Context: an optimization exercise on an open-source flow, tuned for small area, a short achievable clock period and few clock cycles per item. The choices shown serve that exercise and are no tape-out recipe.
In this exercise RTL edits were held to simulation tests only and were not proved equivalent to the original.

`config.mk`:
```
export PLATFORM = sky130hd
export DESIGN_NAME = smlb_compositor
export DESIGN_NICKNAME = smlb_compositor
export VERILOG_FILES = /design/flow/design.v
export SDC_FILE = /design/flow/constraint.sdc
export NUM_CORES = 4
export LEC_CHECK = 0
export CAP_MARGIN = 20
export CORE_MARGIN = 2
export CORE_UTILIZATION = 40
export PLACE_DENSITY = 0.6
export SLEW_MARGIN = 20
```
`constraint.sdc`:
```
create_clock -name core_clock -period 24.0 [get_ports {clk}]
set_input_delay 4.8000 -clock core_clock [delete_from_list [all_inputs] [get_ports {clk}]]
set_output_delay 4.8000 -clock core_clock [all_outputs]
set_load 0.01 [all_outputs]
```
`design.v`:
```
module smlb_compositor #(
    parameter H = 64                       
) (
    input  wire        clk,
    input  wire        rst,                
    input  wire        in_valid,
    output wire        in_ready,
    input  wire [47:0] in_src,
    input  wire [47:0] in_row,
    input  wire        in_last,
    input  wire [15:0] in_hwy,
    input  wire [2:0]  in_shift,
    input  wire [7:0]  in_bright,
    input  wire        in_ck_en,
    input  wire [47:0] in_ck_key,
    input  wire [15:0] in_ck_first,
    input  wire [15:0] in_ck_last,
    output reg         out_valid,
    input  wire        out_ready,
    output reg  [47:0] out_row,
    output reg         out_last,
    output reg  [1:0]  out_status
);
    localparam [1:0] ST_OK = 2'd0, ST_SATURATED = 2'd1, ST_RANGE = 2'd2;
    reg        s1_valid;
    reg [47:0] s1_src, s1_row, s1_key;
    reg        s1_last, s1_ck_en;
    reg [15:0] s1_hwy, s1_first, s1_lastline;
    reg [2:0]  s1_shift;
    reg [7:0]  s1_bright;
    wire out_free = !out_valid || out_ready;
    wire s1_move  = s1_valid && out_free;
    assign in_ready = !s1_valid || out_free;
    always @(posedge clk) begin
        if (rst) begin
            s1_valid <= 1'b0;
        end else if (in_ready) begin
            s1_valid <= in_valid;
        end
    end
    always @(posedge clk) begin
        if (in_ready && in_valid) begin
            s1_src      <= in_src;
            s1_row      <= in_row;
            s1_last     <= in_last;
            s1_hwy      <= in_hwy;
            s1_shift    <= in_shift;
            s1_bright   <= in_bright;
            s1_ck_en    <= in_ck_en;
            s1_key      <= in_ck_key;
            s1_first    <= in_ck_first;
            s1_lastline <= in_ck_last;
        end
    end
    wire range_err = (s1_shift > 3'd4) || (s1_hwy >= H);
    wire transparent = (s1_bright == 8'd0);
    wire off_lines = s1_ck_en && ((s1_hwy < s1_first) || (s1_hwy > s1_lastline));
    wire row_noop = range_err || transparent || off_lines;
    wire keyed = s1_ck_en && (s1_src == s1_key);
    wire skip  = row_noop || keyed;
    function [16:0] correct_raw;           
        input [15:0] v;
        input [2:0]  s;
        reg   [19:0] t;
        begin
            t = {4'd0, v} << s;
            if (t > 20'hFFFF)
                correct_raw = {1'b1, 16'hFFFF};
            else
                correct_raw = {1'b0, t[15:0]};
        end
    endfunction
    function [15:0] blend;
        input [15:0] o;
        input [15:0] v;
        input [7:0]  br;
        reg   [24:0] sum;
        reg   [24:0] q;
        begin
            if (br == 8'd255) begin
                blend = v;
            end else begin
                sum   = o * (8'd255 - br) + v * br;
                q     = sum / 25'd255;
                blend = q[15:0];
            end
        end
    endfunction
    wire [16:0] cr = correct_raw(s1_src[47:32], s1_shift);
    wire [16:0] cg = correct_raw(s1_src[31:16], s1_shift);
    wire [16:0] cb = correct_raw(s1_src[15:0],  s1_shift);
    wire [47:0] blended = {blend(s1_row[47:32], cr[15:0], s1_bright),
                           blend(s1_row[31:16], cg[15:0], s1_bright),
                           blend(s1_row[15:0],  cb[15:0], s1_bright)};
    wire pix_sat = !skip && (cr[16] || cg[16] || cb[16]);
    reg row_sat;
    wire [1:0] status = range_err           ? ST_RANGE :
                        (row_sat || pix_sat) ? ST_SATURATED : ST_OK;
    always @(posedge clk) begin
        if (rst) begin
            out_valid <= 1'b0;
            row_sat   <= 1'b0;
        end else begin
            if (out_free)
                out_valid <= s1_valid;
            if (s1_move)
                row_sat <= s1_last ? 1'b0 : (row_sat || pix_sat);
        end
    end
    always @(posedge clk) begin
        if (s1_move) begin
            out_row    <= skip ? s1_row : blended;
            out_last   <= s1_last;
            out_status <= s1_last ? status : ST_OK;
        end
    end
endmodule
```
`run.sh`:
```
#!/bin/bash
# synth_recipe.tcl (not shown) runs the flow's synth.tcl, then flattens the netlist and writes it again
# the make line also repeats each setting of config.mk as NAME=value (left out here)
make -C /OpenROAD-flow-scripts/flow DESIGN_CONFIG=/design/flow/config.mk WORK_HOME=/design/flow/orfs CLKGATE_MAP_FILE= SYNTH_SCRIPT=/design/flow/synth_recipe.tcl finish
```
==> run notes <==
cell families (layout without fill, tap and decap cells):
kind of cell	after synthesis	in the layout	share of synthesized area (%)
adder cells (fa/ha/maj)	1028	1028	32.52
other	1	5	0.006947
AND/OR/NAND/NOR	2127	2127	21.74
flip-flops	259	259	14.35
buffers and inverters	1118	1286	8.043
XOR/XNOR	204	204	3.435
multiplexers	107	107	2.244
AO/OA/AOI/OAI	1303	1303	17.67
what timing repair did:
item / 4_1_cts / 5_1_grt
setup buffers: 0 / 1
gates resized for setup: 0 / 2
endpoints found under the hold margin: 0 / 0
endpoints found under the setup margin: 0 / 3
worst register-to-register path: cells and delay by family (launching register included):
family / cells / cell delay, ns
flip-flops: 1 / 0.32
AND/OR/NAND/NOR: 18 / 6.32
buffers and inverters: 7 / 1.53
adder cells (fa/ha/maj): 9 / 4.29
XOR/XNOR: 5 / 1.31
multiplexers: 3 / 1.04
AO/OA/AOI/OAI: 24 / 7.21
state kept, by name, summed over array words and instances (netlist names):
name / cells
row_sat: 1
out_valid: 1
s1_key: 48
s1_hwy: 16
s1_ck_en: 1
out_status: 2
s1_bright: 8
s1_last: 1
s1_lastline: 16
s1_row: 48
s1_shift: 3
s1_src: 48
s1_valid: 1
s1_first: 16
out_last: 1
out_row: 48
cell usage in the layout, fill, tap and decap left out, types with 45 or more instances in the layout:
cell             instances
clkdlybuf4s50_1        261
a31oi_1                 47
inv_1                  908
ha_1                   394
mux2i_1                 58
o21ai_1                 50
o211ai_1                83
a21oi_1                235
xor2_1                  54
nor2b_1                248
nor3_1                 117
buf_4                   45
fa_1                   627
a21o_1                  75
and2_1                 279
nand2b_1               244
edfxtp_1               256
xnor2_1                141
nand4_1                 61
o31ai_1                 48
nor2_1                 305
nand3_1                122
nand2_1                442
o21ai_0                215
a211oi_1                61
final timing paths:
| check | end | start | cells past startpoint | slack (ns) |
|---|---|---|---|---|
| max reg2reg | out_row[32] | s1_shift[1] | 66 | 1.73 |
| max | out_row[32] | s1_shift[1] | 66 | 1.73 |
| min | out_valid | s1_valid | 2 | 0.53 |
| min reg2reg | out_valid | s1_valid | 2 | 0.53 |
per-layer routing:
layer	share of wire, %	wire length, um
met3	5.5	8808
met1	45	72200
met4	1.6	2574
met5	0.0081	13
met2	48	77800
layout make-up:
type	instances	area [sq um]
fillers	13050	74060
multi-input cells	4772	41970
flip-flops and latches	259	7747
inverters	909	3412
repair buffers	311	3029
well taps	1768	2212
clock buffers	46	979.7
clock inverters	20	211.5
diodes	2	5.005
==> impl_metrics.env <==
export IMPL_antenna_found_initial=5
export IMPL_synth_area_leaders="fa_1 23%, edfxtp_1 14%, ha_1 9.1%, inv_1 6.3%, and2_1 3.2%"
export IMPL_synthCells=6147
export IMPL_endpoint_kind="register"
export IMPL_dp_slack_ns=1.144
export IMPL_first_global_vias=46080
export IMPL_worst_slack_ns=1.733
export IMPL_core_area_sq_um=133600
export IMPL_syn2layout_area_growth_pct=10.34
export IMPL_routedWlPerCell_um=19.96
export IMPL_die_h_um=371.4
export IMPL_avgSynthCellArea_sq_um=8.782
export IMPL_fin_setup_tns_ns=0
export IMPL_maxCapViolCount=0
export IMPL_hold_ws_ns=0.5270
export IMPL_crit_path_max_fanout=59
export IMPL_critical_path_top_delay_family="compound AO/OA/AOI/OAI gates"
export IMPL_fmax_ghz=0.04491
export IMPL_outcome="no timing/DRC/antenna violations"
export IMPL_drive_above_1_share_pct=6.190
export IMPL_final_cells=8087
export IMPL_netlist_top_cell_by_area="fa_1"
export IMPL_grtUsageMet3_pct=3.039
export IMPL_cts_htree_levels=2
export IMPL_crit_path_max_incr_delay_ns=0.86
export IMPL_synth_common_cells="908 x inv_1, 627 x fa_1, 442 x nand2_1"
export IMPL_grt_usage_pct=23.35
export IMPL_path_buf_inv=7
export IMPL_finalWorstPathRequiredPeriod_ns=22.27
export IMPL_crit_type="register to register"
export IMPL_crit_top_cell="fa_1"
export IMPL_dp_hpwl_mm=127.4
export IMPL_crit_arrival_ns=22.63
export IMPL_synthFlopType="edfxtp_1"
export IMPL_max_slew_margin_pct=22.80
export IMPL_yosysSeqAreaShare_pct=14.35
export IMPL_synth_edf_count=256
export IMPL_root_buffer="clkbuf_16"
export IMPL_hold_class="register to register"
export IMPL_period_share_pct=92.78
export IMPL_num_rows=134
export IMPL_first_iter_violations=3321
export IMPL_yosysMostFrequentCell="inv_1"
export IMPL_ys_ff_latch=259
export IMPL_clk_pin_slew_ns=0.06
export IMPL_final_hold_viol_count=0
export IMPL_yosysWarningCount=1
export IMPL_fin_skew_ns=0.06178
export IMPL_dp_cells=8017
export IMPL_finalMaxSlewViolations=0
export IMPL_ios=262
export IMPL_grt_max_degree=154
export IMPL_drtAntennaViolNets=0
export IMPL_cts_hold_buf=0
export IMPL_cts_buffers_inserted=37
export IMPL_worst_pin_slew_ns=1.153
export IMPL_portBuffers=261
export IMPL_required_ns=24.37
export IMPL_finalSetupViolCount=0
export IMPL_drc=0
export IMPL_grt_most_used_layer="met2"
export IMPL_grtUsageMet2_pct=40.24
export IMPL_place_area_sq_um=58330
export IMPL_cts_sinks=259
export IMPL_ys_types=157
export IMPL_fin_util_pct=44.58
export IMPL_fp_dieArea_sq_um=137900
export IMPL_firstDrtPassIters=6
export IMPL_fin_area_sq_um=59570
export IMPL_finalWirelength_mm=161.4
export IMPL_synth_top_area_share_pct=23.25
export IMPL_grt_setup_unrepaired="no"
export IMPL_grt_pass1_wl_mm=257.8
export IMPL_die_w_um=371.4
export IMPL_clockBufferDepth=3
export IMPL_fin_nets=7520
export IMPL_clk_latency_ns=0.64
export IMPL_initial_core_util_pct=40.40
export IMPL_netlist_area_sq_um=53980
export IMPL_overflow=0
export IMPL_critPathLaunchType="register"
export IMPL_dr_total_vias=45590
export IMPL_critical_path_slowest_cell="o41ai_2"
export IMPL_place_congestion=0.9104
export IMPL_viasPerCell=5.638
export IMPL_tritoncts="built"
export IMPL_synth_async_reset_ratio_pct=0
export IMPL_grtUsageMet1_pct=31.60
Testbench counts, summed over its fixed seeds: cycles 12,304, items 12,288.

-- port drivers added, routing unchanged --
How much do the figures lean on ideal ports? The routed layout below was timed once more, with nothing changed but the port constraints. Step 1, drivers: a clkbuf_16 drives clk and a buf_2 each remaining input, both assumed. Step 2, shift: input delay + t, output delay - t, t = (earliest + latest rising clock arrival at the registers) / 2. This alone moves slack from input paths to output paths. a / b / c = ideal ports / drivers / drivers and shift; a / b = the first two.
shift t [ns]: 0.673
slack for setup (ns): 1.733 / 1.733 / 1.733
worst register clock-pin slew, ns: 0.07 / 0.07
worst data-port slew with drivers (ns): 0.07
After both steps this run still meets setup and hold. The setup slack of this run moves by 0.000 ns with the drivers and by 0.000 ns with both steps.
